Background: an optimization exercise with open tools, aiming at small area and few clock cycles. Do not read the settings as production practice. The RTL was checked by simulation tests, not by an equivalence proof against the original design. Power figures rest on the tool's default switching activity, not on a simulated workload.

## flow/config.mk

```make
export PLATFORM = sky130hd
export DESIGN_NAME = softphy_rx
export DESIGN_NICKNAME = softphy_rx
export VERILOG_FILES = /design/flow/design.v
export SDC_FILE = /design/flow/constraint.sdc
export NUM_CORES = 4
export LEC_CHECK = 0
export CAP_MARGIN = 20
export CORE_MARGIN = 2
export CORE_UTILIZATION = 40
export SLEW_MARGIN = 20
```

## flow/constraint.sdc

```tcl
create_clock -name core_clock -period 12.0 [get_ports {clk}]
set_input_delay 2.4000 -clock core_clock [delete_from_list [all_inputs] [get_ports {clk}]]
set_output_delay 2.4000 -clock core_clock [all_outputs]
set_load 0.01 [all_outputs]
```

## flow/design.v

```verilog
module softphy_rx (
    input             clk,
    input             rst,           
    input      [1:0]  cfg_coding,    
    input      [11:0] cfg_leadin,
    input      [15:0] cfg_pollbud,
    input      [31:0] cfg_rxtmo,
    input      [15:0] cfg_th_short,
    input      [15:0] cfg_th_long,
    input      [15:0] cfg_th_viol,
    input      [15:0] cfg_th_short_t,
    input      [15:0] cfg_th_long_t,
    input      [15:0] cfg_th_viol_t,
    input             start,
    output            busy,
    output reg        done,
    input             s_valid,
    output            s_ready,
    input             s_end,         
    input      [31:0] s_time,
    input             s_level,
    output reg [2:0]  rx_stat,
    output     [9:0]  rx_count,
    output reg [14:0] rx_npulse,
    output reg [14:0] rx_synth,
    input      [3:0]  win_addr,
    output     [31:0] win_data
);
    localparam [2:0] ST_OK       = 3'd0,
                     ST_NORESP   = 3'd1,
                     ST_PREAMBLE = 3'd2,
                     ST_STOPBIT  = 3'd3,
                     ST_PROTOCOL = 3'd5;
    localparam [2:0] S_IDLE  = 3'd0,
                     S_FIRST = 3'd1,    
                     S_WAIT  = 3'd2,    
                     S_RUN   = 3'd3,    
                     S_DRAIN = 3'd4;    
    localparam integer NINS = 1;
    localparam integer ISTEP = 16 / NINS;
    reg [2:0]   state;
    reg [511:0] ring;         
    reg [3:0]   ph;
    reg         lvl;          
    reg [31:0]  t_ref;        
    reg [17:0]  t_edge;       
    reg         lead_bad;
    reg [14:0]  hp;           
    reg [3:0]   pos;          
    reg [9:0]   wp;           
    reg [2:0]   qn;           
    reg [3:0]   qv;           
    reg         cur_bit;      
    reg         last_bit;     
    function automatic lt16(input [15:0] a, input [15:0] b);
        integer k;
        reg r;
        begin
            r = 1'b0;
            for (k = 0; k < 16; k = k + 1)
                r = (~a[k] & b[k]) | (~a[k] & r) | (b[k] & r);
            lt16 = r;
        end
    endfunction
    function automatic lt32(input [31:0] a, input [31:0] b);
        integer k;
        reg r;
        begin
            r = 1'b0;
            for (k = 0; k < 32; k = k + 1)
                r = (~a[k] & b[k]) | (~a[k] & r) | (b[k] & r);
            lt32 = r;
        end
    endfunction
    wire m1 = (cfg_coding == 2'd0);
    reg [3:0] m_lo;           
    always @(*) begin
        case (cfg_coding)
            2'd0:    m_lo = 4'd0;
            2'd1:    m_lo = 4'd1;
            2'd2:    m_lo = 4'd3;
            default: m_lo = 4'd7;
        endcase
    end
    wire [3:0] m_hi   = m_lo + 4'd1;                
    wire [3:0] m_last = {m_lo[2:0], 1'b1};          
    wire in_leadin = lt16({1'b0, rx_npulse}, {4'd0, cfg_leadin});
    wire [14:0] np1 = rx_npulse + 15'd1;
    wire in_leadin1 = in_leadin && (np1 != {3'd0, cfg_leadin});
    wire mand = m1 ? (pos == 4'd1) : ((pos != m_lo) && (pos != m_last));
    wire tight = in_leadin || mand;
    wire [15:0] th_s = tight ? cfg_th_short_t : cfg_th_short;
    wire [15:0] th_l = tight ? cfg_th_long_t  : cfg_th_long;
    wire [15:0] th_v = tight ? cfg_th_viol_t  : cfg_th_viol;
    wire [31:0] diff    = s_time - t_ref;           
    wire        overrun = (diff[31:16] != 16'd0) || lt16(cfg_pollbud, diff[15:0]);
    wire [17:0] el      = s_time[17:0] - t_edge;    
    wire        e_hi    = (diff[31:17] != 15'd0) || el[17];
    wire        big0  = e_hi || el[16];
    wire        d_big = overrun ? e_hi : big0;
    wire [15:0] d     = overrun ? el[16:1] : el[15:0];
    wire lt_s = !d_big && lt16(d, th_s);
    wire lt_l = !d_big && lt16(d, th_l);
    wire lt_v = !d_big && lt16(d, th_v);
    wire c_end = !(lt_s || lt_l || lt_v);             
    wire e_end = !lt_v;                               
    wire [1:0] n_a = (lt_s ? 2'd1 : (lt_l ? 2'd2 : 2'd3));  
    wire edge_ev = overrun || (s_level != lvl);     
    wire syn     = overrun && (s_level == lvl);     
    wire        hp_k1 = hp[14];
    wire        hp_k2 = hp_k1 || (hp[13:0] == 14'h3fff);
    wire        hp_k3 = hp_k2 || (hp[13:0] == 14'h3ffe);
    wire        hp_k4 = hp_k3 || (hp[13:0] == 14'h3ffd);
    wire        ovf_a = lt_s ? hp_k1 : (lt_l ? hp_k2 : hp_k3);
    wire        ovf_b = syn && (lt_s ? hp_k2 : (lt_l ? hp_k3 : hp_k4));
    wire [2:0]  hp_n  = {1'b0, n_a} + {2'd0, syn};
    wire [14:0] hp_nx = hp + {12'd0, hp_n};
    wire a_data = !in_leadin;
    wire b_data = syn && !in_leadin1;
    wire [4:0] m_two = {1'b0, m_last} + 5'd1;      
    wire       a_v1  = cur_bit && (pos != m_hi);   
    reg  [3:0] pa_n  [1:3];
    reg  [2:0] a_c_n [1:3];                         
    reg  [4:0] sa;
    integer n;
    always @(*) begin
        for (n = 1; n <= 3; n = n + 1) begin
            sa        = {1'b0, pos} + n[4:0];
            a_c_n[n]  = {1'b0, m1 && sa[2], sa >= m_two};
            pa_n[n]   = sa[3:0] & m_last;
        end
    end
    wire [1:0] a_cc  = a_data ? (lt_s ? a_c_n[1][1:0] : (lt_l ? a_c_n[2][1:0] : a_c_n[3][1:0])) : 2'b00;
    wire       a_c1  = a_cc[0];
    wire       a_c2  = a_cc[1];
    wire [3:0] pa    = a_data ? (lt_s ? pa_n[1] : (lt_l ? pa_n[2] : pa_n[3])) : pos;
    wire       ca    = a_data ? (a_c1 || a_v1) : cur_bit;
    wire       b_c   = (pa == m_last);             
    wire       b_v   = ca && (pa != m_hi);
    wire       b_cc  = b_data && b_c;
    wire [1:0] ncomp = (a_c1 && (a_c2 || b_cc)) ? 2'd2 : {1'b0, a_c1 || b_cc};
    wire       v1    = a_c1 ? a_v1 : b_v;
    wire       v2    = a_c2 || b_v;
    wire [3:0] p  = b_data ? ((pa + 4'd1) & m_last) : pa;
    wire       cb = b_data ? (b_c || b_v) : ca;
    wire take    = s_valid && s_ready;
    wire run_b   = take && (state == S_RUN) && !s_end;
    wire stop_rn = take && (state == S_RUN) &&
                   (s_end || (edge_ev ? (c_end || ovf_a) : e_end));
    wire rec_a   = run_b && edge_ev && !c_end && !ovf_a;
    wire rec_b   = rec_a && syn && !ovf_b;
    wire stop    = stop_rn || (rec_a && ovf_b) ||
                   (take && (state == S_FIRST) && s_end) ||
                   (take && (state == S_WAIT) && (s_end || lt32(cfg_rxtmo, diff)));
    wire [10:0] nbt  = {1'b0, wp} + {8'd0, qn};
    wire nb_hi = nbt > 11'd513;
    wire nb_lo = nbt < 11'd9;
    reg [2:0] stat;
    always @(*) begin
        if (state != S_RUN)                  stat = ST_NORESP;
        else if (rec_a || edge_ev && ovf_a && !s_end && !c_end)
                                             stat = ST_PROTOCOL;   
        else if (in_leadin || lead_bad)      stat = ST_PREAMBLE;
        else if (nb_hi)                      stat = ST_PROTOCOL;
        else if (nb_lo)                      stat = ST_NORESP;
        else if (!last_bit)                  stat = ST_STOPBIT;
        else                                 stat = ST_OK;
    end
    wire [3:0] ins_pl = wp[8:5] + wp[3:0] - ph - 4'd1;    
    wire       ins_ok = (ins_pl % ISTEP) == 0;
    wire       wr     = (qn != 3'd0) && (wp[9] || ins_ok);
    wire       wr_en  = wr && !wp[9];
    genvar gj, gp;
    generate
        for (gj = 0; gj < 32; gj = gj + 1) begin : g_ring
            for (gp = 0; gp < 16; gp = gp + 1) begin : g_place
                if (gp % ISTEP == 0) begin : g_ins
                    always @(posedge clk)
                        ring[16*gj + gp] <= (wr_en && wp[4:0] == gj && ins_pl == gp) ?
                                            qv[0] : ring[16*gj + (gp + 1) % 16];
                end else begin : g_rot
                    always @(posedge clk)
                        ring[16*gj + gp] <= ring[16*gj + (gp + 1) % 16];
                end
            end
        end
    endgenerate
    wire [2:0] qn_s = qn - {2'd0, wr};
    reg  [3:0] qv_nx;
    reg  [2:0] qn_nx;
    always @(*) begin
        qv_nx = wr ? {1'b0, qv[3:1]} : qv;
        qn_nx = qn_s;
        if (rec_a && ncomp != 2'd0) begin
            qv_nx[qn_s[1:0]] = v1;
            qn_nx = qn_s + 3'd1;
            if (ncomp == 2'd2) begin
                qv_nx[qn_s[1:0] + 2'd1] = v2;
                qn_nx = qn_s + 3'd2;
            end
        end
    end
    wire [3:0]  rd_pl = win_addr - ph;
    reg  [31:0] rd_word;
    reg  [15:0] rd_turn;
    integer r, q;
    always @(*) begin
        for (r = 0; r < 32; r = r + 1) begin
            for (q = 0; q < 16; q = q + 1)
                rd_turn[q] = ring[16*r + (q + r) % 16];
            rd_word[r] = rd_turn[rd_pl];
        end
    end
    assign rx_count = (rx_stat == ST_OK) ? wp - 10'd1 : 10'd0;
    wire        w_all = rx_count[9] || (win_addr < rx_count[8:5]);
    wire        w_eq  = (win_addr == rx_count[8:5]);
    reg  [31:0] w_mask;
    integer j;
    always @(*) begin
        for (j = 0; j < 32; j = j + 1)
            w_mask[j] = w_all || (w_eq && (j[4:0] < rx_count[4:0]));
    end
    genvar g;
    generate
        for (g = 0; g < 32; g = g + 1) begin : g_win
            assign win_data[31 - g] = rd_word[g] && w_mask[g];
        end
    endgenerate
    assign busy    = (state != S_IDLE);
    assign s_ready = ((state == S_FIRST) || (state == S_WAIT) || (state == S_RUN)) &&
                     (qn <= 3'd2);
    always @(posedge clk) begin
        if (rst) begin
            state     <= S_IDLE;
            done      <= 1'b0;
            rx_stat   <= ST_OK;
            wp        <= 10'd1;
            qn        <= 3'd0;
            rx_npulse <= 15'd0;
            rx_synth  <= 15'd0;
            ph        <= 4'd0;
        end else begin
            ph <= ph + 4'd1;
            done <= 1'b0;
            if (take) t_ref <= s_time;
            if (wr && wp != 10'h3ff) wp <= wp + 10'd1;
            qv <= qv_nx;
            qn <= qn_nx;
            case (state)
                S_IDLE: begin
                    if (start) begin
                        rx_npulse <= 15'd0;
                        rx_synth  <= 15'd0;
                        lead_bad  <= 1'b0;
                        hp        <= 15'd0;
                        pos       <= 4'd0;
                        cur_bit   <= 1'b1;
                        wp        <= 10'd0;
                        qn        <= 3'd0;
                        state     <= S_FIRST;
                    end
                end
                S_FIRST: begin
                    if (take) begin
                        lvl <= s_level;
                        if (!s_end) state <= S_WAIT;
                    end
                end
                S_WAIT: begin
                    if (take) begin
                        t_ref <= s_time;
                        if (s_level != lvl) begin
                            lvl    <= s_level;
                            t_edge <= s_time[17:0];
                            state  <= S_RUN;
                        end else begin
                            t_ref <= t_ref;
                        end
                    end
                end
                S_RUN: begin
                    if (rec_a) begin
                        lvl       <= s_level;
                        t_edge    <= s_time[17:0];
                        hp        <= hp_nx;
                        rx_npulse <= rx_npulse + {13'd0, rec_b, !rec_b};
                        if (rec_b) rx_synth <= rx_synth + 15'd1;
                        if (in_leadin && n_a != 2'd1) lead_bad <= 1'b1;
                        pos     <= p;
                        cur_bit <= cb;
                        if (ncomp != 2'd0) last_bit <= (ncomp == 2'd2) ? v2 : v1;
                    end
                end
                S_DRAIN: begin
                    if (qn_s <= 3'd1) begin
                        state <= S_IDLE;
                        done  <= 1'b1;
                        qn    <= 3'd0;
                        wp    <= nbt[9:0];
                    end
                end
                default: state <= S_IDLE;
            endcase
            if (stop) begin
                rx_stat  <= stat;
                if (stat == ST_OK && qn_s > 3'd1) begin
                    state <= S_DRAIN;
                end else begin
                    state <= S_IDLE;
                    done  <= 1'b1;
                    qn    <= 3'd0;
                    wp    <= nbt[9:0];
                end
            end
        end
    end
endmodule
```

## flow/flow/run.sh

```bash
#!/bin/bash
# The standard layout, with small port buffers and a clock tree of small
# buffers without dummy loads. Each tool's output is kept in the ORFS logs;
# make's own output goes to flow.log.
set -euo pipefail
export BUFFER_PORTS_ARGS="-buffer_cell sky130_fd_sc_hd__buf_1"
export CTS_ARGS="-sink_clustering_enable -repair_clock_nets -dont_use_dummy_load -sink_clustering_size 24 -sink_clustering_max_diameter 80 -buf_list {sky130_fd_sc_hd__clkbuf_8 sky130_fd_sc_hd__clkbuf_16}"
bash standard.sh > flow.log 2>&1
```

## flow/standard.sh

```bash
#!/bin/bash
# synth_recipe.tcl (not shown) runs the flow's synth.tcl, then flattens the netlist and writes it again
# the make line also repeats each setting of config.mk as NAME=value (left out here)
make -C /OpenROAD-flow-scripts/flow DESIGN_CONFIG=/design/flow/config.mk WORK_HOME=/design/flow/orfs CLKGATE_MAP_FILE= SYNTH_SCRIPT=/design/flow/synth_recipe.tcl "${@:-finish}"
```

==> flow_summary_export.csv, run 1 <==
group,metric,value,unit
clock_network,clk_path_buf_depth,3,
min_path,hold_class,"reg2reg",
die,num_io_pins,278,
final_layout,final_cell_mix,"566 x dfxtp_1, 277 x buf_1, 194 x nor2_1",
sta,period_minus_slack,9.79,ns
global_routing,grt_pass1_wl,121000,um
synthesis,synthesis.nets,3213,
pwr,p_switching,1.20,mW
sta,worst_pin_slew,1.11,ns
critical_path,cpPeakStageDelay,0.99,ns
placed_design,pre_cts_ws,1.64,ns
synthesis,ys_warn_count,3,
final_layout,fillCellCount,7288,
critical_path,cpMaxStageDelayCell,"and4_1",
synthesis,syn_area,0.0307,mm2
drt,drtIter0Drc,1437,
clock_network,postCtsSetupBuffers,0,
global_routing,grt_overflow,0,
sta,hold_viol,0,
critical_path,crit_arrival,10.24,ns
die,fp-row-count,101,
final_layout,fin_cells,4136,
run_status,status,"timing/DRC/antenna clean",
final_layout,regArea,0.0136,mm2
pwr,power,4.23,mW
critical_path,critPathMaxFanout,25,
drt,final_antenna_net_count,0,
job,drv_cap,0,
synthesis,synth_area_per_cell,10.6,um2
synthesis,synth-seq-area-share,0.444,
placed_design,dp.cells,4097,
synthesis,synth.area.top_cells,"dfxtp_1 37%, mux4_2 9.4%, edfxtp_1 7.5%",
clock_network,clkTransAtPathRegs,0.09,ns
synthesis,synthMuxAreaShare,0.148,
final_layout,drive_above_1_share,0.106,
final_layout,final_nets,3417,
drt,wl,76700,um
global_routing,antenna_found_initial,3,
critical_path,start_kind,"primary input",
final_layout,final_core_util,0.443,
clock_network,cts-buffers-inserted,37,
global_routing,grt_pass1_vias,21400,
clock_network,tritoncts,"done",
synthesis,synth-compound-area-share,0.154,
sta,fmax,102,MHz
sta,setup_slack,2.21,ns
synthesis,synth-xor-area-share,0.0297,
sta,final_max_slew_viol_count,0,
die,core_area,0.0759,mm2
synthesis,synthArstFlopShare,0,
clock_network,clk_latency,0.61,ns
pwr,pwr-share-seq,0.519,
final_layout,stdcell_area,0.0337,mm2
sta,slew_headroom,0.257,
pwr,vdd_drop_max,0.000123,V
sta,rsz0062_at_grt,"false",
critical_path,path_class,"in2reg",
sta,hold_slack,0.296,ns
clock_network,cts.sinks,643,
critical_path,cp-end-kind,"flop",
clock_network,post_cts_resize_count,0,
synthesis,ys.flop_type,"dfxtp_1",
drt,drc,0,
synthesis,synth_top_family_by_area,"compound AO/OA/AOI/OAI gates",
drt,avgViaCountPerCell,5.46,
sta,clock-skew-final,0.0882,ns
placed_design,place_area,0.0327,mm2
sta,final.setup.tns,0,ns
pwr,comb_power_share,0.193,
critical_path,required,12.46,ns
placed_design,gp_congestion,0.893,
pwr,intPower,3.04,mW
die,die_x,281,um
drt,first_pass_iters,5,
sta,setup_viol,0,
sta,period_share,0.816,
synthesis,synthSimpleGateAreaFrac,0.134,
drt,wl_per_cell,18.6,um
global_routing,grt_max_degree,88,
clock_network,cts_hold_buf,0,
placed_design,hpwl,56700,um
synthesis,ys_types,122,
die,dieArea,0.0790,mm2
drt,vias,22600,
die,die_h,281,um
pwr,swShare,0.283,
synthesis,syn_inst,2902,
pwr,clockPowerShare,0.288,
synthesis,yosysTopAreaCell,"dfxtp_1",
clock_network,root_buffer,"clkbuf_16",
synthesis,synth-edff-count,77,
clock_network,h-tree-depth,2,
global_routing,grt_usage,0.192,
synthesis,ys_ff_latch,643,
die,floorplan.initialDensity,0.404,
pwr,p_leak,12.3,nW
final_layout,multi_input_area,0.0160,mm2
pwr,powerDensity,126,mW/mm2
placed_design,io_buffers,277,
synthesis,synth_top_area_share,0.369,
synthesis,synth_fa_ha_area_frac,0.0541,
final_layout,syn2layout_area_growth,9.60,%
final_layout,final_common_cell,"dfxtp_1",
metal layers:
metal  routed length, um  global-route usage  vias to the layer above  share of wire
met5                  11                   0                        -        0.00014
met4                1570              0.0443                        2          0.020
met3                3000              0.0223                       78          0.039
met2               34600               0.301                      391           0.45
met1               37500               0.281                    10900           0.49
li1                    -                   -                    11100              -
final timing paths:
check / slack [ns] / start / cells past startpoint / to
max reg2reg: 3.95 / flop / 27 / rx_npulse[13]
min reg2reg: 0.30 / ring[491] / 0 / ring[490]
max: 2.21 / s_time[0] / 29 / rx_npulse[13]
min: 0.30 / ring[491] / 0 / ring[490]
final cells by class:
class                           instances  area share
Clock buffer                           37      0.0275
Timing Repair Buffer                  297      0.0361
Inverter                              146      0.0163
Multi-Input combinational cell       1981       0.476
Sequential cell                       643       0.405
Tap cell                             1030      0.0383
Antenna cell                            2    0.000149
cell families (layout without fill, tap and decap cells):
logic type               count (synthesis)  count (layout)
AO/OA/AOI/OAI                          659             659
other                                    0               2
adder cells (fa/ha/maj)                130             130
flip-flops                             643             643
AND/OR/NAND/NOR                        802             802
buffers and inverters                  278             480
multiplexers                           286             286
XOR/XNOR                               104             104
synthesized netlist by cell type, drive strengths merged, types with 24 or more instances:
library cell    n
a211oi         68
a21o           32
a21oi         126
a221oi         24
a31oi          34
and2           26
and3           29
buf            37
clkbuf         95
dfxtp         566
edfxtp         77
ha            100
inv           144
mux2           59
mux2i          99
mux4          128
nand2         167
nand2b         39
nand3          83
nand4          31
nor2          198
nor2b          56
nor3           67
o211ai         30
o21a           27
o21ai         119
or3            29
xnor2          63
xor2           41
flip-flops by register name, indices dropped and copies added, names as in the netlist, named ones only:
| name | flops |
|---|---|
| ring | 512 |
| t_edge | 18 |
| hp | 15 |
| rx_npulse | 15 |
| rx_synth | 15 |
| wp | 10 |
| ph | 4 |
| pos | 4 |
| qv | 4 |
| qn | 3 |
| rx_stat | 3 |
| state | 3 |
| cur_bit | 1 |
| done | 1 |
| last_bit | 1 |
| lead_bad | 1 |
| lvl | 1 |
power groups by stage:
stage | Combinational, mW | Sequential [mW] | Clock [mW]
global route | 0.898 | 2.20 | 1.34
finish | 0.816 | 2.20 | 1.22
global placement | 0.816 | 2.25 | 0
CTS | 0.819 | 2.20 | 1.27
detailed placement | 0.816 | 2.25 | 0
floorplan | 0.572 | 2.24 | 0
critical path: cells and delay by family:
family,cells,cell delay (ns)
AO/OA/AOI/OAI,13,3.17
adder cells (fa/ha/maj),3,0.79
buffers and inverters,3,0.39
multiplexers,2,0.54
AND/OR/NAND/NOR,8,2.93
Testbench counts, summed over its fixed seeds: cycles 4,003,738.
==> run 2, diff against run 1 <==
==> flow/flow/run.sh (replaced) <==
#!/bin/bash
# The standard layout, with small port buffers and a clock tree of small
# buffers without dummy loads. Each tool's output is kept in the ORFS logs;
# make's own output goes to flow.log.
set -euo pipefail
export BUFFER_PORTS_ARGS="-buffer_cell sky130_fd_sc_hd__buf_1"
export CTS_ARGS="-sink_clustering_enable -repair_clock_nets -dont_use_dummy_load -sink_clustering_size 16 -sink_clustering_max_diameter 60 -buf_list {sky130_fd_sc_hd__clkbuf_8}"
bash standard.sh > flow.log 2>&1
==> run 2 against run 1 <==
Compared with the run above:
- setup slack better by 0.14 ns
- hold slack worse by 0.024 ns
- critical path type unchanged
- via count increased by 0.18%
- clock-buffer cell count up 16
- sequential power barely moved
- utilization is 0.25 points lower
- clock power decreased by 14%
- combinational power hardly changed
==> flow_summary_export.csv, run 2 <==
group,metric,value,unit
run_status,status,"timing/DRC/antenna clean",
sta,hold_viol,0,
clock_network,cts-buffers-inserted,53,
drt,avgViaCountPerCell,5.44,
clock_network,clk_latency,0.70,ns
synthesis,syn_inst,2902,
critical_path,path_delay_family,"compound AO/OA/AOI/OAI gates",
clock_network,postCtsSetupBuffers,0,
sta,slew_headroom,0.252,
synthesis,ys_ff_latch,643,
synthesis,synth-compound-area-share,0.154,
clock_network,clk_path_buf_depth,3,
synthesis,synth_area_per_cell,10.6,um2
synthesis,synth_top_family_by_area,"compound AO/OA/AOI/OAI gates",
synthesis,synth-seq-area-share,0.444,
placed_design,io_buffers,277,
min_path,hold_class,"reg2reg",
final_layout,final_core_util,0.441,
final_layout,drive_above_1_share,0.111,
sta,rsz0062_at_grt,"false",
drt,first_pass_iters,5,
die,die_x,281,um
job,drv_cap,0,
critical_path,critPathMaxFanout,25,
drt,drtIter0Drc,1362,
die,floorplan.initialDensity,0.404,
synthesis,ys_types,122,
synthesis,synthMuxAreaShare,0.148,
final_layout,regMostFlops,"ring",
global_routing,grt_max_degree,88,
final_layout,largest_register_ffs,512,
sta,final_max_slew_viol_count,0,
synthesis,synth_fa_ha_area_frac,0.0541,
drt,wl_met3,3110,um
drt,wl_met2,34100,um
synthesis,yosysTopAreaCell,"dfxtp_1",
synthesis,syn_area,0.0307,mm2
synthesis,synth-xor-area-share,0.0297,
critical_path,start_kind,"primary input",
critical_path,path_buf_inv,3,
critical_path,cpMaxStageDelayCell,"and4_1",
drt,final_antenna_net_count,0,
synthesis,synthArstFlopShare,0,
final_layout,top_regs,"ring x512, t_edge x18",
sta,final.setup.tns,0,ns
clock_network,h-tree-depth,2,
synthesis,ys_top_cells_by_count,"566 x dfxtp_1, 195 x nor2_1, 167 x nand2_1",
sta,fmax,104,MHz
critical_path,required,12.59,ns
global_routing,grt_pass1_wl,121000,um
die,fp-row-count,101,
drt,routed.top_layer,"met5",
drt,wl_per_cell,18.5,um
synthesis,synthesis.nets,3213,
clock_network,root_buffer,"clkbuf_8",
pwr,power,4.06,mW
drt,wl,76800,um
synthesis,ys.flop_type,"dfxtp_1",
pwr,vdd_drop_max,0.0000711,V
clock_network,tritoncts,"done",
global_routing,grt_pass1_vias,21500,
synthesis,synth_top_area_share,0.369,
die,dieArea,0.0790,mm2
synthesis,ys_warn_count,3,
clock_network,cts_hold_buf,0,
drt,met1_length,37600,um
clock_network,post_cts_resize_count,0,
clock_network,cts.sinks,643,
placed_design,hpwl,56700,um
drt,drc,0,
clock_network,clkTransAtPathRegs,0.10,ns
sta,worst_pin_slew,1.12,ns
critical_path,cp-end-kind,"flop",
sta,period_share,0.804,
placed_design,pre_cts_ws,1.64,ns
synthesis,synth.area.top_cells,"dfxtp_1 37%, mux4_2 9.4%, edfxtp_1 7.5%",
placed_design,gp_congestion,0.893,
critical_path,path_class,"in2reg",
sta,setup_slack,2.35,ns
synthesis,post-synth-top-count-cell,"dfxtp_1",
die,num_io_pins,278,
die,die_h,281,um
drt,vias,22600,
pwr,powerDensity,121,mW/mm2
sta,period_minus_slack,9.65,ns
global_routing,grt_overflow,0,
global_routing,antenna_found_initial,6,
synthesis,synth-edff-count,77,
sta,hold_slack,0.272,ns
final_layout,final_common_cell,"dfxtp_1",
die,core_area,0.0759,mm2
final_layout,final_cell_mix,"566 x dfxtp_1, 277 x buf_1, 194 x nor2_1",
critical_path,crit_arrival,10.24,ns
critical_path,cpPeakStageDelay,0.98,ns
sta,clock-skew-final,0.100,ns
sta,setup_viol,0,
global_routing,grt_usage,0.192,
pwr,p_leak,12.2,nW
synthesis,synthSimpleGateAreaFrac,0.134,
final_layout,final_nets,3433,
final_layout,syn2layout_area_growth,8.97,%
==> run 2: logic make-up after synthesis <==
kind of cell    count (synthesis)
compound gates                659
fa+ha+maj                     130
mux                           286
xor+xnor                      104
simple gates                  802
buf+inv                       278
flops                         643
==> run 2: worst paths after layout <==
path / start / cells past startpoint / slack [ns] / endpoint
worst max-delay path: s_time[0] / 29 / 2.35 / rx_npulse[13]
worst max register to register: flop / 27 / 4.01 / rx_npulse[13]
worst min register to register: ring[500] / 0 / 0.27 / ring[499]
worst min-delay path: ring[500] / 0 / 0.27 / ring[499]
==> run 2: worst reg2reg max path: cells and delay by family, from the launching register on <==
family                   cells  cell delay, ns
AO/OA/AOI/OAI               13            3.17
AND/OR/NAND/NOR              8            2.92
adder cells (fa/ha/maj)      3            0.78
multiplexers                 2            0.55
flip-flops                   1            0.38
buffers and inverters        1            0.16
==> run 2: area by class of cell <==
class	count	area, um2
Sequential cell	643	13600
Timing Repair Buffer	297	1210
Antenna cell	4	10.0
Clock buffer	53	729
Tap cell	1030	1290
Fill cell	7320	42500
Inverter	146	548
Multi-Input combinational cell	1981	16000
==> run 2: power breakdown <==
group | internal, mW | switching, mW
Combinational | 0.299 | 0.517
Sequential | 2.19 | 0.0103
Clock | 0.393 | 0.657
==> run 2: stage by stage <==
stage | instance area [um2] | std cells
after detailed placement | 32700 | 4097
after global routing | 33500 | 4154
after global placement | 32700 | 4097
after floorplan | 30700 | 2902
after CTS | 33500 | 4150
final | 33500 | 4154
==> run 2: per-layer routing <==
metal	vias to the layer above	global-route usage
met1	10900	0.281
met2	437	0.298
met3	107	0.0241
met4	4	0.0513
li1	11200	-
met5	-	0
==> run 3, diff against run 2 <==
==> flow/flow/run.sh (replaced) <==
#!/bin/bash
# The standard layout, with small port buffers and a clock tree of small
# buffers without dummy loads. Each tool's output is kept in the ORFS logs;
# make's own output goes to flow.log.
set -euo pipefail
export BUFFER_PORTS_ARGS="-buffer_cell sky130_fd_sc_hd__buf_1"
export CTS_ARGS="-sink_clustering_enable -repair_clock_nets -dont_use_dummy_load -buf_list {sky130_fd_sc_hd__clkbuf_4 sky130_fd_sc_hd__clkbuf_8}"
bash standard.sh > flow.log 2>&1
==> run 3 against run 2 <==
Compared with the run above:
- still clean
- synthesized cell count unchanged
- non-clock buffer count unchanged
- register-to-register slack worse by 0.13 ns
- clock skew up 0.039 ns
- first-iteration DRC count down 5.6%
- total power up 11%
- critical path type unchanged
- largest power group unchanged
==> flow_summary_export.csv, run 3 <==
group,metric,value,unit
final_layout,fin_cells,4200,
clock_network,clkTransAtPathRegs,0.06,ns
die,num_io_pins,278,
sta,final_max_slew_viol_count,0,
global_routing,grt_usage,0.195,
synthesis,synth_top_area_share,0.369,
global_routing,grt_max_degree,88,
synthesis,ys_warn_count,3,
drt,wl,77800,um
drt,drc,0,
final_layout,final_cell_mix,"566 x dfxtp_1, 277 x buf_1, 194 x nor2_1",
global_routing,grt_overflow,0,
synthesis,synth_fa_ha_area_frac,0.0541,
drt,drtIter0Drc,1286,
sta,setup_slack,2.26,ns
min_path,hold_end,"ring[142]",
synthesis,synth_area_per_cell,10.6,um2
synthesis,syn_area,0.0307,mm2
synthesis,ys_ff_latch,643,
pwr,power,4.50,mW
die,fp-row-count,101,
critical_path,reg2regPathDepth,27,
critical_path,r2r-end,"rx_npulse[13]",
clock_network,postCtsSetupBuffers,0,
synthesis,syn_inst,2902,
synthesis,synth-seq-area-share,0.444,
clock_network,root_buffer,"clkbuf_8",
placed_design,pre_cts_ws,1.64,ns
final_layout,largest_register_ffs,512,
die,floorplan.initialDensity,0.404,
critical_path,start_kind,"primary input",
die,die_x,281,um
sta,period_share,0.812,
sta,slew_headroom,0.246,
global_routing,antenna_found_initial,4,
die,core_area,0.0759,mm2
synthesis,ys_top_cells_by_count,"566 x dfxtp_1, 195 x nor2_1, 167 x nand2_1",
placed_design,place_area,0.0327,mm2
final_layout,regMostFlops,"ring",
critical_path,cp-end-kind,"flop",
min_path,holdPathStages,0,
critical_path,r2r_slack,3.88,ns
drt,final_antenna_net_count,0,
min_path,hp-start,"ring[143]",
placed_design,dp.cells,4097,
critical_path,crit_arrival,10.24,ns
sta,rsz0062_at_grt,"false",
sta,fmax,103,MHz
pwr,p_leak,12.6,nW
die,dieArea,0.0790,mm2
pwr,vdd_drop_max,0.0000883,V
die,die_h,281,um
synthesis,yosysTopAreaCell,"dfxtp_1",
global_routing,grt_pass1_vias,22000,
clock_network,tritoncts,"done",
sta,period_minus_slack,9.74,ns
synthesis,ys_types,122,
drt,wl_per_cell,18.5,um
final_layout,drive_above_1_share,0.124,
final_layout,syn2layout_area_growth,11.1,%
placed_design,hpwl,56700,um
synthesis,synthMuxAreaShare,0.148,
clock_network,h-tree-depth,3,
run_status,status,"timing/DRC/antenna clean",
critical_path,cpPeakStageDelay,0.98,ns
clock_network,cts-buffers-inserted,101,
synthesis,synth.area.top_cells,"dfxtp_1 37%, mux4_2 9.4%, edfxtp_1 7.5%",
critical_path,cpMaxStageDelayCell,"and4_1",
drt,first_pass_iters,7,
final_layout,final_nets,3481,
pwr,powerDensity,132,mW/mm2
synthesis,synthArstFlopShare,0,
placed_design,gp_congestion,0.893,
sta,final.setup.tns,0,ns
final_layout,stdcell_area,0.0341,mm2
synthesis,synthesis.nets,3213,
critical_path,critPathMaxFanout,25,
sta,hold_slack,0.281,ns
clock_network,clk_path_buf_depth,3,
synthesis,ys.flop_type,"dfxtp_1",
clock_network,clk_latency,0.71,ns
min_path,hold_class,"reg2reg",
synthesis,synth-xor-area-share,0.0297,
placed_design,io_buffers,277,
synthesis,synth_top_family_by_area,"compound AO/OA/AOI/OAI gates",
synthesis,synth-edff-count,77,
drt,vias,22800,
clock_network,post_cts_resize_count,0,
sta,clock-skew-final,0.139,ns
global_routing,grt_pass1_wl,123000,um
job,drv_cap,0,
sta,worst_pin_slew,1.11,ns
critical_path,required,12.50,ns
synthesis,synth-compound-area-share,0.154,
final_layout,top_regs,"ring x512, t_edge x18",
final_layout,final_common_cell,"dfxtp_1",
synthesis,post-synth-top-count-cell,"dfxtp_1",
final_layout,fillCellCount,7284,
critical_path,path_class,"in2reg",
sta,hold_viol,0,
synthesis,synthSimpleGateAreaFrac,0.134,
final_layout,final_core_util,0.449,
clock_network,cts.sinks,643,
drt,avgViaCountPerCell,5.44,
sta,setup_viol,0,
clock_network,cts_hold_buf,0,
-- run 3: cell counts after synthesis --
No cell type changed its count.
-- run 3: area by class of cell --
cell class | count | area [um2] | share of cell area
timing repair buffer | 297 | 1210 | 0.0356
antenna | 2 | 5.00 | 0.000147
tap | 1030 | 1290 | 0.0378
sequential | 643 | 13600 | 0.400
clock buffer | 101 | 1390 | 0.0407
inverter | 146 | 548 | 0.0161
multi-input combinational | 1981 | 16000 | 0.470
-- run 3: report_power, final --
part	switching, mW	internal [mW]	total, mW
sequential	0.0104	2.19	2.20
clock	0.747	0.738	1.48
combinational	0.518	0.299	0.817
-- run 3: cells by family (layout without fill, tap and decap cells) --
group,count (synthesis),after routing
AND/OR/NAND/NOR,802,802
AO/OA/AOI/OAI,659,659
flip-flops,643,643
multiplexers,286,286
buffers and inverters,278,544
adder cells (fa/ha/maj),130,130
XOR/XNOR,104,104
other,0,2
-- run 3: layer usage --
metal  vias to the layer above  global-route usage  wire length [um]
met5                         -                   0                23
met4                         4              0.0621              1880
met3                       122              0.0269              3470
met2                       492               0.302             34700
met1                     11000               0.280             37700
li1                      11300                   -                 -
-- run 3: how the worst max path moves through the flow --
stage / startpoint / endpoint / slack, ns / cells after the start
final: s_time[0] / rx_npulse[13] / 2.26 / 29
after global routing: s_time[0] / rx_npulse[13] / 1.65 / 29
after CTS: s_time[0] / rx_npulse[13] / 2.26 / 29
after detailed placement: s_time[0] / rx_npulse[13] / 1.64 / 29
after global placement: s_time[0] / rx_npulse[13] / 1.84 / 29
after floorplan: cfg_coding[1] / rx_npulse[13] / 3.30 / 27
-- run 3: worst max-delay path, delay by kind of cell --
| family | cells | cell delay, ns |
|---|---|---|
| fa+ha+maj | 3 | 0.78 |
| compound gates | 13 | 3.18 |
| mux | 2 | 0.54 |
| simple gates | 8 | 2.92 |
| buf+inv | 3 | 0.40 |
==> run 4, diff against run 3 <==
--- a/flow/design.v
+++ b/flow/design.v
@@ -153,7 +153,5 @@
                    (take && (state == S_FIRST) && s_end) ||
                    (take && (state == S_WAIT) && (s_end || lt32(cfg_rxtmo, diff)));
-    wire [10:0] nbt  = {1'b0, wp} + {8'd0, qn};
-    wire nb_hi = nbt > 11'd513;
-    wire nb_lo = nbt < 11'd9;
+    localparam [2:0] ST_BITS = 3'd7;
     reg [2:0] stat;
     always @(*) begin
@@ -162,8 +160,12 @@
                                              stat = ST_PROTOCOL;   
         else if (in_leadin || lead_bad)      stat = ST_PREAMBLE;
-        else if (nb_hi)                      stat = ST_PROTOCOL;
-        else if (nb_lo)                      stat = ST_NORESP;
-        else if (!last_bit)                  stat = ST_STOPBIT;
-        else                                 stat = ST_OK;
+        else                                 stat = ST_BITS;
+    end
+    reg [2:0] stat_bits;
+    always @(*) begin
+        if (wp > 10'd513)                    stat_bits = ST_PROTOCOL;
+        else if (wp < 10'd9)                 stat_bits = ST_NORESP;
+        else if (!last_bit)                  stat_bits = ST_STOPBIT;
+        else                                 stat_bits = ST_OK;
     end
     wire [3:0] ins_pl = wp[8:5] + wp[3:0] - ph - 4'd1;    
@@ -293,9 +295,8 @@
                 end
                 S_DRAIN: begin
-                    if (qn_s <= 3'd1) begin
-                        state <= S_IDLE;
-                        done  <= 1'b1;
-                        qn    <= 3'd0;
-                        wp    <= nbt[9:0];
+                    if (qn == 3'd0) begin
+                        state   <= S_IDLE;
+                        done    <= 1'b1;
+                        rx_stat <= stat_bits;
                     end
                 end
@@ -303,12 +304,11 @@
             endcase
             if (stop) begin
-                rx_stat  <= stat;
-                if (stat == ST_OK && qn_s > 3'd1) begin
+                if (stat == ST_BITS && qn != 3'd0) begin
                     state <= S_DRAIN;
                 end else begin
-                    state <= S_IDLE;
-                    done  <= 1'b1;
-                    qn    <= 3'd0;
-                    wp    <= nbt[9:0];
+                    state   <= S_IDLE;
+                    done    <= 1'b1;
+                    qn      <= 3'd0;
+                    rx_stat <= (stat == ST_BITS) ? stat_bits : stat;
                 end
             end
==> flow/flow/run.sh (replaced) <==
#!/bin/bash
# The standard layout, with small port buffers and a clock tree of small
# buffers without dummy loads. Each tool's output is kept in the ORFS logs;
# make's own output goes to flow.log.
set -euo pipefail
export BUFFER_PORTS_ARGS="-buffer_cell sky130_fd_sc_hd__buf_1"
export CTS_ARGS="-sink_clustering_enable -repair_clock_nets -dont_use_dummy_load -sink_clustering_size 20 -sink_clustering_max_diameter 80 -buf_list {sky130_fd_sc_hd__clkbuf_8}"
bash standard.sh > flow.log 2>&1
==> run 4 against run 3 <==
Compared with the run above:
- via count shrank 1.0%
- sequential cell count is the same
- combinational power shrank 3.8%
- register-to-register slack gained 0.16 ns
- wire length grew 1.1%
- critical path depth shrank 2
- critical endpoint is now qv[2]
- critical path type unchanged
- final area shrank 4.2%
- clock skew shrank 0.027 ns
- largest power group unchanged
==> flow_summary_export.csv, run 4 <==
group,metric,value,unit
drt,wl_per_cell,19.3,um
sta,fmax,104,MHz
synthesis,synthArstFlopShare,0,
pwr,vdd_drop_max,0.0000894,V
min_path,holdPathStages,0,
synthesis,ys_types,99,
synthesis,ys.flop_type,"dfxtp_1",
final_layout,fin_cells,4066,
synthesis,syn_area,0.0300,mm2
global_routing,grt_pass1_wl,123000,um
critical_path,reg2regPathDepth,25,
sta,period_minus_slack,9.62,ns
placed_design,dp.cells,4018,
min_path,hp-start,"ring[69]",
critical_path,critPathMaxFanout,16,
die,die_h,278,um
clock_network,tritoncts,"done",
final_layout,regMostFlops,"ring",
global_routing,grt_pass1_vias,21800,
final_layout,syn2layout_area_growth,8.98,%
sta,final.setup.tns,0,ns
die,fp-row-count,100,
critical_path,path_class,"in2reg",
final_layout,fillCellCount,7144,
drt,drc,0,
critical_path,cpPeakStageDelay,0.84,ns
die,core_area,0.0743,mm2
pwr,powerDensity,121,mW/mm2
placed_design,gp_congestion,0.934,
critical_path,required,12.42,ns
clock_network,cts_hold_buf,0,
sta,hold_viol,0,
clock_network,root_buffer,"clkbuf_8",
final_layout,drive_above_1_share,0.102,
critical_path,r2r-end,"qv[2]",
die,num_io_pins,278,
synthesis,ys_top_cells_by_count,"566 x dfxtp_1, 224 x nand2_1, 200 x nor2_1",
critical_path,path_buf_inv,4,
synthesis,ys_ff_latch,643,
sta,clock-skew-final,0.112,ns
critical_path,path_delay_family,"compound AO/OA/AOI/OAI gates",
critical_path,r2r_slack,4.04,ns
global_routing,grt_overflow,0,
synthesis,synth_area_per_cell,10.5,um2
clock_network,cts-buffers-inserted,44,
clock_network,postCtsSetupBuffers,0,
final_layout,final_core_util,0.440,
final_layout,top_regs,"ring x512, t_edge x18",
drt,vias,22600,
final_layout,final_common_cell,"dfxtp_1",
critical_path,crit_arrival,10.04,ns
drt,first_pass_iters,7,
global_routing,grt_max_degree,91,
synthesis,post-synth-top-count-cell,"dfxtp_1",
sta,period_share,0.801,
global_routing,grt_usage,0.200,
critical_path,start_kind,"primary input",
synthesis,syn_inst,2872,
clock_network,post_cts_resize_count,0,
clock_network,clk_path_buf_depth,3,
die,dieArea,0.0772,mm2
synthesis,ys_warn_count,3,
pwr,p_leak,11.8,nW
drt,final_antenna_net_count,0,
final_layout,largest_register_ffs,512,
sta,slew_headroom,0.300,
run_status,status,"timing/DRC/antenna clean",
synthesis,synth-edff-count,77,
sta,final_max_slew_viol_count,0,
clock_network,clk_latency,0.69,ns
synthesis,synth-seq-area-share,0.455,
synthesis,yosysTopAreaCell,"dfxtp_1",
clock_network,h-tree-depth,2,
placed_design,hpwl,57900,um
sta,worst_pin_slew,1.05,ns
sta,setup_viol,0,
critical_path,cp-end-kind,"flop",
drt,drtIter0Drc,1930,
min_path,hold_end,"ring[68]",
clock_network,cts.sinks,643,
die,die_x,278,um
final_layout,final_nets,3399,
sta,rsz0062_at_grt,"false",
synthesis,synth.area.top_cells,"dfxtp_1 38%, mux4_2 9.6%, edfxtp_1 7.7%",
drt,avgViaCountPerCell,5.56,
final_layout,multi_input_area,0.0155,mm2
global_routing,antenna_found_initial,4,
job,drv_cap,0,
placed_design,io_buffers,277,
critical_path,cpMaxStageDelayCell,"a2111oi_4",
synthesis,synth_top_area_share,0.378,
die,floorplan.initialDensity,0.404,
synthesis,synthesis.nets,3176,
clock_network,clkTransAtPathRegs,0.12,ns
final_layout,final_cell_mix,"566 x dfxtp_1, 277 x buf_1, 224 x nand2_1",
drt,wl,78700,um
pwr,power,3.95,mW
min_path,hold_class,"reg2reg",
final_layout,regArea,0.0136,mm2
## run 4: how the worst max path moves through the flow
stage                              from             to  slack [ns]  depth (start not counted)
after floorplan           cfg_coding[1]  rx_npulse[14]        3.26                         29
after global placement        s_time[0]   rx_npulse[9]        2.06                         29
after detailed placement      s_time[1]   rx_npulse[9]        1.88                         28
after CTS                     s_time[0]   rx_npulse[9]        2.58                         29
after global routing          s_time[0]  rx_npulse[11]        1.78                         29
final                         s_time[0]          qv[2]        2.38                         27
## run 4: worst reg2reg max path: stages, from the launching register on
cell and delay [ns]:
edfxtp_1 0.37, ha_1 0.22, fa_1 0.40, nand2b_1 0.18
a21oi_1 0.32, o31ai_2 0.14, o211a_2 0.34, o21ai_0 0.16
nor3b_2 0.40, o2111ai_1 0.18, or4_4 0.48, a2111oi_4 0.84
buf_4 0.37, mux2i_1 0.12, o31ai_2 0.28, a22oi_2 0.14
o41ai_4 0.61, nand3_1 0.13, and3_1 0.21, inv_2 0.09
o2111ai_1 0.17, a211oi_4 0.39, o21a_2 0.36, or3b_1 0.39
or4_1 0.40, o211ai_1 0.11
## run 4: where the power goes
part | internal [mW] | total, mW | switching, mW
sequential | 2.19 | 2.20 | 0.0112
clock | 0.330 | 0.972 | 0.642
combinational | 0.283 | 0.786 | 0.503
## run 4: cell families (layout without fill, tap and decap cells)
logic type	after synthesis	in the layout	share of synthesized area
XOR/XNOR	117	117	0.0344
multiplexers	249	249	0.139
adder cells (fa/ha/maj)	131	131	0.0549
AO/OA/AOI/OAI	632	632	0.147
flip-flops	643	643	0.455
buffers and inverters	258	479	0.0328
other	0	4	0
AND/OR/NAND/NOR	842	842	0.137
## run 4: through the flow
stage | area (um2) | hold WS, ns | setup WS, ns
2_1_floorplan | 30000 | 0.326 | 3.26
3_3_place_gp | 32100 | 0.326 | 2.06
3_5_place_dp | 32100 | 0.331 | 1.88
4_1_cts | 32700 | 0.253 | 2.58
5_1_grt | 32700 | 0.267 | 1.78
6_report | 32700 | 0.256 | 2.38
## run 4: area by class of cell
type	count	share of cell area
multi-input combinational	1971	0.473
timing repair buffer	305	0.0390
sequential	643	0.417
clock buffer	44	0.0185
inverter	130	0.0149
tap	969	0.0371
antenna	4	0.000306
## run 4: per-layer routing
layer | part of all wire | GRT usage | routed length [um]
met2 | 0.44 | 0.305 | 34400
met3 | 0.057 | 0.0336 | 4480
met5 | 0.00017 | 0 | 13
met4 | 0.029 | 0.0642 | 2300
met1 | 0.48 | 0.287 | 37500
Testbench counts of run 4, summed over its fixed seeds: cycles 4,003,742.
==> run 5, diff against run 4 <==
==> flow/flow/run.sh (replaced) <==
#!/bin/bash
# The standard layout, with small port buffers and a clock tree of small
# buffers without dummy loads. Each tool's output is kept in the ORFS logs;
# make's own output goes to flow.log.
set -euo pipefail
export BUFFER_PORTS_ARGS="-buffer_cell sky130_fd_sc_hd__buf_1"
export CTS_ARGS="-sink_clustering_enable -repair_clock_nets -dont_use_dummy_load -sink_clustering_size 10 -sink_clustering_max_diameter 50 -buf_list {sky130_fd_sc_hd__clkbuf_4}"
bash standard.sh > flow.log 2>&1
==> run 5 against run 4 <==
Compared with the run above:
- sequential share of layout area about the same
- critical endpoint is now rx_npulse[9]
- largest power group unchanged
- highest routed layer unchanged
- sequential cell count unchanged
- first-iteration DRC count down 0.47%
- maximum frequency up 2.4%
- largest cell class unchanged
==> flow_summary_export.csv, run 5 <==
group,metric,value,unit
run_status,status,"timing/DRC/antenna clean",
die,floorplan.initialDensity,0.404,
critical_path,cpMaxStageDelayCell,"a2111oi_4",
pwr,vdd_drop_max,0.0000899,V
placed_design,io_buffers,277,
die,fp-row-count,100,
final_layout,regArea,0.0136,mm2
synthesis,synth-seq-area-share,0.455,
die,core_area,0.0743,mm2
final_layout,final_nets,3436,
final_layout,top_regs,"ring x512, t_edge x18",
drt,wl_per_cell,19.3,um
sta,rsz0062_at_grt,"false",
die,dieArea,0.0772,mm2
final_layout,drive_above_1_share,0.113,
min_path,hold_class,"reg2reg",
drt,wl,79200,um
global_routing,grt_overflow,0,
synthesis,synth-compound-area-share,0.147,
pwr,powerDensity,121,mW/mm2
synthesis,ys.flop_type,"dfxtp_1",
sta,setup_viol,0,
synthesis,synth_fa_ha_area_frac,0.0549,
synthesis,synth_top_area_share,0.378,
clock_network,root_buffer,"clkbuf_4",
synthesis,ys_ff_latch,643,
placed_design,gp_congestion,0.934,
clock_network,cts-buffers-inserted,81,
pwr,p_leak,11.9,nW
final_layout,regMostFlops,"ring",
final_layout,multi_input_area,0.0155,mm2
die,num_io_pins,278,
die,die_x,278,um
drt,vias,22900,
final_layout,largest_register_ffs,512,
clock_network,clk_path_buf_depth,3,
synthesis,syn_inst,2872,
clock_network,h-tree-depth,3,
drt,drtIter0Drc,1921,
synthesis,yosysTopAreaCell,"dfxtp_1",
critical_path,path_class,"in2reg",
critical_path,crit_arrival,10.11,ns
drt,first_pass_iters,6,
final_layout,final_core_util,0.440,
synthesis,synth-xor-area-share,0.0344,
critical_path,start_kind,"primary input",
drt,drc,0,
sta,fmax,106,MHz
clock_network,postCtsSetupBuffers,0,
clock_network,post_cts_resize_count,0,
sta,worst_pin_slew,1.04,ns
sta,final_max_slew_viol_count,0,
final_layout,final_common_cell,"dfxtp_1",
synthesis,synth_top_family_by_area,"compound AO/OA/AOI/OAI gates",
synthesis,synthArstFlopShare,0,
synthesis,synthMuxAreaShare,0.139,
global_routing,grt_max_degree,91,
synthesis,synth.area.top_cells,"dfxtp_1 38%, mux4_2 9.6%, edfxtp_1 7.7%",
global_routing,grt_pass1_vias,22200,
sta,hold_viol,0,
synthesis,synth_area_per_cell,10.5,um2
synthesis,post-synth-top-count-cell,"dfxtp_1",
clock_network,cts_hold_buf,0,
synthesis,synthesis.nets,3176,
sta,period_share,0.783,
synthesis,synthSimpleGateAreaFrac,0.137,
synthesis,synth-edff-count,77,
clock_network,clkTransAtPathRegs,0.11,ns
job,drv_cap,0,
critical_path,cpPeakStageDelay,0.82,ns
synthesis,ys_top_cells_by_count,"566 x dfxtp_1, 224 x nand2_1, 200 x nor2_1",
placed_design,hpwl,57900,um
global_routing,grt_usage,0.202,
drt,final_antenna_net_count,0,
final_layout,final_cell_mix,"566 x dfxtp_1, 277 x buf_1, 224 x nand2_1",
synthesis,ys_types,99,
sta,slew_headroom,0.306,
global_routing,antenna_found_initial,4,
clock_network,clk_latency,0.87,ns
final_layout,fillCellCount,7184,
sta,clock-skew-final,0.0900,ns
critical_path,critPathMaxFanout,16,
global_routing,grt_pass1_wl,124000,um
sta,period_minus_slack,9.39,ns
critical_path,cp-end-kind,"flop",
die,die_h,278,um
final_layout,syn2layout_area_growth,8.98,%
clock_network,cts.sinks,643,
drt,avgViaCountPerCell,5.59,
critical_path,required,12.71,ns
synthesis,ys_warn_count,3,
clock_network,tritoncts,"done",
sta,final.setup.tns,0,ns
synthesis,syn_area,0.0300,mm2
[run 5: cell counts after synthesis]
No cell type changed its count.
[run 5: per-layer routing]
| metal | routed length (um) | part of all wire | up-vias | global-route usage |
|---|---|---|---|---|
| met5 | 13 | 0.00016 | - | 0 |
| met4 | 2680 | 0.034 | 2 | 0.0815 |
| met3 | 4830 | 0.061 | 150 | 0.0373 |
| met2 | 34500 | 0.44 | 663 | 0.305 |
| met1 | 37200 | 0.47 | 11000 | 0.286 |
| li1 | - | - | 11100 | - |
[run 5: path summary, 6_finish.rpt]
check                                     to      start  cells past startpoint  slack [ns]
worst min-delay path               ring[405]  ring[406]                      0        0.26
worst min register to register     ring[405]  ring[406]                      0        0.26
worst max register to register  rx_npulse[9]       flop                     27        4.08
worst max-delay path            rx_npulse[9]  s_time[0]                     29        2.61
[run 5: layout make-up]
cell class | instances | area share
diodes | 4 | 0.000306
clock buffers | 81 | 0.0186
inverters | 130 | 0.0149
multi-input cells | 1971 | 0.473
flip-flops and latches | 643 | 0.417
well taps | 969 | 0.0371
repair buffers | 305 | 0.0390
[run 5: metrics by stage]
stage	cell area [um2]	total power, mW	worst slack, ns	hold WS, ns	instances
6_report	32700	3.96	2.61	0.265	4103
5_1_grt	32700	4.18	1.99	0.269	4102
4_1_cts	32700	4.02	2.80	0.262	4099
3_5_place_dp	32100	3.03	1.88	0.331	4018
3_3_place_gp	32100	3.03	2.06	0.326	4018
2_1_floorplan	30000	2.77	3.26	0.326	2872
[run 5: critical path: cells and delay by family]
family	cells	cell delay (ns)
adder cells (fa/ha/maj)	3	0.78
AND/OR/NAND/NOR	9	2.05
multiplexers	1	0.11
XOR/XNOR	1	0.14
AO/OA/AOI/OAI	12	4.04
buffers and inverters	3	0.55
[run 5: cells by family (layout without fill, tap and decap cells)]
| kind of cell | count (synthesis) | count (layout) |
|---|---|---|
| buf+inv | 258 | 516 |
| simple gates | 842 | 842 |
| xor+xnor | 117 | 117 |
| fa+ha+maj | 131 | 131 |
| mux | 249 | 249 |
| flops | 643 | 643 |
| other cells | 0 | 4 |
| compound gates | 632 | 632 |
[run 5: report_power, final]
part / total (mW) / internal (mW) / leakage (nW) / switching [mW]
sequential: 2.20 / 2.18 / 5.26 / 0.0112
combinational: 0.786 / 0.283 / 6.25 / 0.503
clock: 0.982 / 0.310 / 0.373 / 0.672
total: 3.96 / 2.78 / 11.9 / 1.19
==> run 6, diff against run 5 <==
==> flow/flow/run.sh (replaced) <==
#!/bin/bash
# The standard layout, with small port buffers and a clock tree of small
# buffers without dummy loads. Each tool's output is kept in the ORFS logs;
# make's own output goes to flow.log.
set -euo pipefail
export BUFFER_PORTS_ARGS="-buffer_cell sky130_fd_sc_hd__buf_1"
export CTS_ARGS="-sink_clustering_enable -repair_clock_nets -dont_use_dummy_load -sink_clustering_size 16 -sink_clustering_max_diameter 60 -buf_list {sky130_fd_sc_hd__clkbuf_8}"
bash standard.sh > flow.log 2>&1
==> run 6 against run 5 <==
Compared with the run above:
- still clean
- synthesized area did not move
- sequential power barely moved
- clock power rose by 7%
- sequential cell count did not move
- first-iteration DRC count fell by 1.8%
- wire length fell by 0.51%
- die area did not move
- setup slack got worse by 0.16 ns
- total power rose by 1.6%
- utilization rose by 0.14 points
- critical path type unchanged
- largest power group unchanged
==> flow_summary_export.csv, run 6 <==
group,metric,value,unit
clock_network,cts-buffers-inserted,52,
pwr,swShare,0.292,
sta,clock-skew-final,0.0847,ns
die,die_h,278,um
final_layout,final_common_cell,"dfxtp_1",
pwr,vdd_drop_max,0.000102,V
critical_path,critPathMaxFanout,16,
sta,setup_viol,0,
sta,setup_slack,2.44,ns
clock_network,clk_latency,0.67,ns
global_routing,grt_pass1_wl,124000,um
die,die_x,278,um
pwr,p_leak,11.9,nW
pwr,power,4.03,mW
sta,final_max_slew_viol_count,0,
synthesis,synth.area.top_cells,"dfxtp_1 38%, mux4_2 9.6%, edfxtp_1 7.7%",
die,dieArea,0.0772,mm2
placed_design,pre_cts_ws,1.88,ns
min_path,hold_class,"reg2reg",
synthesis,synth_top_area_share,0.378,
pwr,intPower,2.85,mW
sta,hold_viol,0,
drt,vias,22800,
synthesis,synthesis.nets,3176,
die,num_io_pins,278,
sta,fmax,105,MHz
die,floorplan.initialDensity,0.404,
min_path,hp-start,"ring[434]",
synthesis,synth-xor-area-share,0.0344,
sta,final.setup.tns,0,ns
clock_network,root_buffer,"clkbuf_8",
pwr,pwr-share-seq,0.545,
pwr,clockPowerShare,0.260,
final_layout,regMostFlops,"ring",
synthesis,ys_top_cells_by_count,"566 x dfxtp_1, 224 x nand2_1, 200 x nor2_1",
sta,worst_pin_slew,1.04,ns
final_layout,largest_register_ffs,512,
clock_network,tritoncts,"done",
final_layout,syn2layout_area_growth,9.34,%
synthesis,syn_area,0.0300,mm2
global_routing,grt_overflow,0,
synthesis,synth_area_per_cell,10.5,um2
synthesis,ys_ff_latch,643,
critical_path,required,12.54,ns
synthesis,yosysTopAreaCell,"dfxtp_1",
sta,slew_headroom,0.305,
synthesis,synth-seq-area-share,0.455,
sta,period_share,0.796,
final_layout,final_nets,3407,
critical_path,path_class,"in2reg",
synthesis,synth_top_family_by_area,"compound AO/OA/AOI/OAI gates",
clock_network,clkTransAtPathRegs,0.09,ns
synthesis,synth-compound-area-share,0.147,
synthesis,ys_warn_count,3,
final_layout,fillCellCount,7134,
final_layout,drive_above_1_share,0.105,
final_layout,final_cell_mix,"566 x dfxtp_1, 277 x buf_1, 224 x nand2_1",
critical_path,r2r_slack,4.06,ns
placed_design,hpwl,57900,um
drt,first_pass_iters,5,
global_routing,grt_usage,0.200,
clock_network,clk_path_buf_depth,3,
synthesis,synthMuxAreaShare,0.139,
pwr,powerDensity,123,mW/mm2
synthesis,synth_fa_ha_area_frac,0.0549,
synthesis,synthSimpleGateAreaFrac,0.137,
drt,wl,78800,um
drt,avgViaCountPerCell,5.58,
min_path,hold_end,"ring[433]",
die,core_area,0.0743,mm2
clock_network,cts.sinks,643,
global_routing,antenna_found_initial,5,
clock_network,h-tree-depth,2,
clock_network,cts_hold_buf,0,
critical_path,cp-end-kind,"flop",
drt,drtIter0Drc,1886,
global_routing,grt_max_degree,91,
synthesis,syn_inst,2872,
sta,rsz0062_at_grt,"false",
final_layout,top_regs,"ring x512, t_edge x18",
drt,drc,0,
critical_path,crit_arrival,10.10,ns
synthesis,synthArstFlopShare,0,
drt,wl_per_cell,19.3,um
synthesis,synth-edff-count,77,
synthesis,ys_types,99,
die,fp-row-count,100,
placed_design,io_buffers,277,
pwr,comb_power_share,0.195,
critical_path,start_kind,"primary input",
min_path,holdPathStages,0,
final_layout,final_core_util,0.442,
run_status,status,"timing/DRC/antenna clean",
critical_path,cpMaxStageDelayCell,"a2111oi_4",
pwr,p_switching,1.17,mW
critical_path,reg2regPathDepth,27,
critical_path,r2r-end,"rx_npulse[9]",
placed_design,gp_congestion,0.934,
drt,final_antenna_net_count,0,
global_routing,grt_pass1_vias,21800,
job,drv_cap,0,
clock_network,postCtsSetupBuffers,0,
critical_path,cpPeakStageDelay,0.83,ns
synthesis,ys.flop_type,"dfxtp_1",
synthesis,post-synth-top-count-cell,"dfxtp_1",
sta,period_minus_slack,9.56,ns
clock_network,post_cts_resize_count,0,
-- run 6: cell count changes in the layout (fill, tap and decap cells not counted), sizes merged --
cell	change
clkbuf	-29
-- run 6: routing by layer --
metal	share of wire	vias up	GRT usage
met4	0.035	2	0.0728
li1	-	11000	-
met2	0.43	645	0.302
met1	0.47	10900	0.287
met5	0.00016	-	0
met3	0.057	147	0.0350
-- run 6: how the worst max path moves through the flow --
stage / slack, ns / cells past startpoint / to / start
after floorplan: 3.26 / 29 / rx_npulse[14] / cfg_coding[1]
after CTS: 2.60 / 29 / rx_npulse[9] / s_time[0]
final: 2.44 / 29 / rx_npulse[9] / s_time[0]
after detailed placement: 1.88 / 28 / rx_npulse[9] / s_time[1]
after global routing: 1.80 / 29 / rx_npulse[11] / s_time[0]
after global placement: 2.06 / 29 / rx_npulse[9] / s_time[0]
-- run 6: cells by family (layout without fill, tap and decap cells) --
family | count (synthesis) | count (layout)
and+or+nand+nor | 842 | 842
DFF | 643 | 643
AOI/OAI and AO/OA | 632 | 632
buffers and inverters | 258 | 487
muxes | 249 | 249
adders and majority gates | 131 | 131
xor gates and xnor gates | 117 | 117
other | 0 | 4
-- run 6: worst max-delay path, delay by kind of cell --
kind	cells	cell delay, ns
AO/OA/AOI/OAI	12	4.02
XOR/XNOR	1	0.14
adder cells (fa/ha/maj)	3	0.81
buffers and inverters	3	0.54
multiplexers	1	0.11
AND/OR/NAND/NOR	9	2.02
-- run 6: area by class of cell --
cell class | count | area [um2] | area share
timing repair buffer | 305 | 1270 | 0.0389
antenna | 4 | 10.0 | 0.000305
multi-input combinational | 1971 | 15500 | 0.472
clock buffer | 52 | 716 | 0.0218
inverter | 130 | 488 | 0.0149
sequential | 643 | 13600 | 0.416
tap | 969 | 1210 | 0.0369
-- run 6: through the flow --
stage / hold WS (ns) / std cells / instance area [um2]
global route: 0.309 / 4074 / 32800
detailed placement: 0.331 / 4018 / 32100
floorplan: 0.326 / 2872 / 30000
CTS: 0.312 / 4070 / 32800
global placement: 0.326 / 4018 / 32100
finish: 0.303 / 4074 / 32800
-- run 6: power by group through the flow --
stage	Clock [mW]	Combinational, mW	Sequential, mW
finish	1.05	0.786	2.20
global route	1.17	0.861	2.20
CTS	1.10	0.786	2.20
detailed placement	0	0.783	2.25
global placement	0	0.783	2.25
floorplan	0	0.535	2.24
==> run 7, diff against run 6 <==
==> flow/flow/run.sh (replaced) <==
#!/bin/bash
# The standard layout, with three changes: synthesis maps adders and
# comparators with Yosys's own Brent-Kung carry tree instead of the
# Kogge-Stone one (the registers are unchanged), ports get small buffers,
# and the clock tree uses clkbuf_8 clusters without dummy loads.
# Each tool's output is kept in the ORFS logs; make's own output goes to
# flow.log.
set -euo pipefail
export SYNTH_OPERATIONS_ARGS="-nofsm"
export BUFFER_PORTS_ARGS="-buffer_cell sky130_fd_sc_hd__buf_1"
export CTS_ARGS="-sink_clustering_enable -repair_clock_nets -dont_use_dummy_load -sink_clustering_size 16 -sink_clustering_max_diameter 60 -buf_list {sky130_fd_sc_hd__clkbuf_8}"
bash standard.sh > flow.log 2>&1
--- a/flow/config.mk
+++ b/flow/config.mk
@@ -6,4 +6,5 @@
 export NUM_CORES = 4
 export LEC_CHECK = 0
+export ABC_AREA = 1
 export CAP_MARGIN = 20
 export CORE_MARGIN = 2
==> run 7 against run 6 <==
Compared with the run above:
- still clean
- critical path depth grew 47
- wire length shrank 7.6%
- first-iteration DRC count shrank 14%
- sequential power grew 3%
- via count shrank 0.62%
- synthesized area shrank 6.5%
- die area shrank 6.4%
- utilization grew 0.18 points
- combinational power grew 83%
- setup slack lost 1.3 ns
- total power grew 20%
- critical endpoint is now rx_npulse[13]
==> flow_summary_export.csv, run 7 <==
group,metric,value,unit
global_routing,antenna_found_initial,3,
critical_path,cpMaxStageDelayCell,"or4_4",
drt,vias,22600,
pwr,swShare,0.353,
final_layout,fillCellCount,7059,
synthesis,yosysTopAreaCell,"dfxtp_1",
synthesis,synth-edff-count,77,
placed_design,gp_congestion,0.864,
die,dieArea,0.0723,mm2
synthesis,post-synth-top-count-cell,"dfxtp_1",
clock_network,clkTransAtPathRegs,0.10,ns
run_status,status,"timing/DRC/antenna clean",
sta,worst_pin_slew,1.02,ns
sta,final_max_slew_viol_count,0,
synthesis,synth_top_area_share,0.404,
critical_path,critPathMaxFanout,13,
synthesis,ys.flop_type,"dfxtp_1",
pwr,comb_power_share,0.299,
sta,setup_viol,0,
sta,final.setup.tns,0,ns
final_layout,top_regs,"ring x512, t_edge x18",
pwr,p_leak,13.2,nW
synthesis,syn_area,0.0281,mm2
drt,drc,0,
clock_network,root_buffer,"clkbuf_8",
drt,first_pass_iters,5,
critical_path,crit_top_cell,"nand2_1",
final_layout,final_cell_mix,"566 x dfxtp_1, 496 x nand2_1, 418 x nor2_1",
pwr,p_switching,1.70,mW
die,floorplan.initialDensity,0.402,
placed_design,io_buffers,277,
final_layout,drive_above_1_share,0.0530,
synthesis,synthArstFlopShare,0,
final_layout,final_common_cell,"dfxtp_1",
pwr,pwr-share-seq,0.470,
die,fp-row-count,97,
global_routing,grt_overflow,0,
global_routing,grt_pass1_wl,115000,um
critical_path,crit_arrival,11.47,ns
clock_network,cts-buffers-inserted,57,
pwr,clockPowerShare,0.231,
final_layout,final_nets,3945,
pwr,powerDensity,156,mW/mm2
clock_network,h-tree-depth,2,
critical_path,required,12.56,ns
final_layout,syn2layout_area_growth,10.3,%
global_routing,grt_max_degree,119,
synthesis,ys_types,58,
critical_path,cpPeakStageDelay,0.55,ns
placed_design,dp.cells,4466,
sta,period_share,0.909,
final_layout,fin_cells,4530,
critical_path,start_kind,"primary input",
drt,drtIter0Drc,1624,
pwr,vdd_drop_max,0.0000806,V
pwr,power,4.82,mW
clock_network,tritoncts,"done",
placed_design,hpwl,50600,um
sta,slew_headroom,0.317,
synthesis,synth-seq-area-share,0.486,
global_routing,grt_pass1_vias,21300,
synthesis,ys_ff_latch,643,
drt,avgViaCountPerCell,4.99,
clock_network,cts.sinks,643,
job,drv_cap,0,
sta,period_minus_slack,10.90,ns
die,num_io_pins,278,
sta,hold_slack,0.217,ns
die,die_x,269,um
drt,wl,72800,um
die,die_h,269,um
min_path,hold_class,"reg2reg",
global_routing,grt_usage,0.200,
die,core_area,0.0698,mm2
drt,wl_per_cell,16.1,um
critical_path,cp-end-kind,"flop",
critical_path,path_class,"in2reg",
sta,fmax,91.7,MHz
final_layout,stdcell_area,0.0309,mm2
synthesis,synth_area_per_cell,8.39,um2
placed_design,place_area,0.0301,mm2
sta,hold_viol,0,
clock_network,clk_path_buf_depth,3,
final_layout,largest_register_ffs,512,
clock_network,clk_latency,0.73,ns
synthesis,ys_top_cells_by_count,"566 x dfxtp_1, 497 x nand2_1, 422 x nor2_1",
synthesis,synthesis.nets,3699,
synthesis,synth.area.top_cells,"dfxtp_1 40%, edfxtp_1 8.2%, o21ai_0 7.3%",
synthesis,syn_inst,3344,
final_layout,regMostFlops,"ring",
clock_network,cts_hold_buf,0,
synthesis,ys_warn_count,3,
pwr,intPower,3.12,mW
drt,final_antenna_net_count,0,
sta,clock-skew-final,0.131,ns
## run 7: worst max-delay path: cells and delay by family
| kind | cells | cell delay (ns) |
|---|---|---|
| adder cells (fa/ha/maj) | 5 | 1.59 |
| AO/OA/AOI/OAI | 16 | 1.80 |
| AND/OR/NAND/NOR | 44 | 4.66 |
| buffers and inverters | 11 | 1.02 |
## run 7: kinds of logic after synthesis
logic type               Yosys count  share of synthesized area
XOR/XNOR                          62                     0.0194
flip-flops                       643                      0.486
buffers and inverters            522                     0.0725
adder cells (fa/ha/maj)          155                     0.0782
AO/OA/AOI/OAI                    773                      0.160
multiplexers                      34                     0.0121
AND/OR/NAND/NOR                 1155                      0.171
## run 7: final timing paths
kind	start	endpoint	slack (ns)	depth (start not counted)
worst min-delay path	ring[38]	ring[37]	0.22	0
worst min register to register	ring[38]	ring[37]	0.22	0
worst max register to register	flop	rx_npulse[13]	2.57	74
worst max-delay path	s_time[0]	rx_npulse[13]	1.10	76
## run 7: area by class of cell
class | count | area (um2) | area share
sequential | 643 | 13600 | 0.441
multi-input combinational | 2179 | 12500 | 0.404
inverter | 389 | 1470 | 0.0474
timing repair buffer | 320 | 1380 | 0.0444
tap | 940 | 1180 | 0.0380
clock buffer | 57 | 785 | 0.0254
antenna | 2 | 5.00 | 0.000162
## run 7: metrics by stage
| stage | setup slack [ns] | util |
|---|---|---|
| after global routing | -0.00611 | 0.443 |
| after CTS | 0.407 | 0.442 |
| after global placement | -0.0530 | 0.431 |
| after detailed placement | -0.287 | 0.431 |
| final | 1.10 | 0.443 |
| after floorplan | 0.513 | - |
## run 7: metal layers
metal	vias up	GRT usage	part of all wire
met2	527	0.327	0.46
met5	-	0	0.00022
met1	10400	0.273	0.47
li1	11600	-	-
met4	2	0.0529	0.022
met3	104	0.0323	0.054
## run 7: power groups by stage
| stage | Combinational, mW | Sequential, mW | Clock (mW) |
|---|---|---|---|
| floorplan | 0.972 | 2.31 | 0 |
| global placement | 1.43 | 2.31 | 0 |
| detailed placement | 1.44 | 2.31 | 0 |
| CTS | 1.45 | 2.27 | 1.15 |
| global route | 1.63 | 2.27 | 1.23 |
| finish | 1.44 | 2.27 | 1.11 |
## run 7: timing repair
item                                    in CTS  in global routing
setup buffers                                0                  5
gates resized for setup                      0                 18
endpoints found under the setup margin       0                 21

what the ideal ports hide:
No port has a modelled driver above. Below, the same layouts with a new extraction and two added sets of constraints.
Step 1, drivers: a clkbuf_16 drives clk and a buf_2 each remaining input, both assumed.
Step 2, shift: input delay + t, output delay - t, t = (earliest + latest rising clock arrival at the registers) / 2. This alone moves slack from input paths to output paths.
a / b / c = no drivers / after step 1 / after step 2; a / b = the first two.
run | t, ns | setup slack, ns
run 1 | 0.624 | 2.213 / 2.250 / 1.626
run 2 | 0.698 | 2.351 / 2.390 / 1.692
run 3 | 0.697 | 2.260 / 2.296 / 1.600
run 4 | 0.678 | 2.383 / 2.410 / 1.732
run 5 | 0.856 | 2.608 / 2.636 / 1.780
run 6 | 0.705 | 2.444 / 2.472 / 1.768
run 7 | 0.725 | 1.098 / 1.136 / 0.412
After both steps every run listed still meets setup and hold.
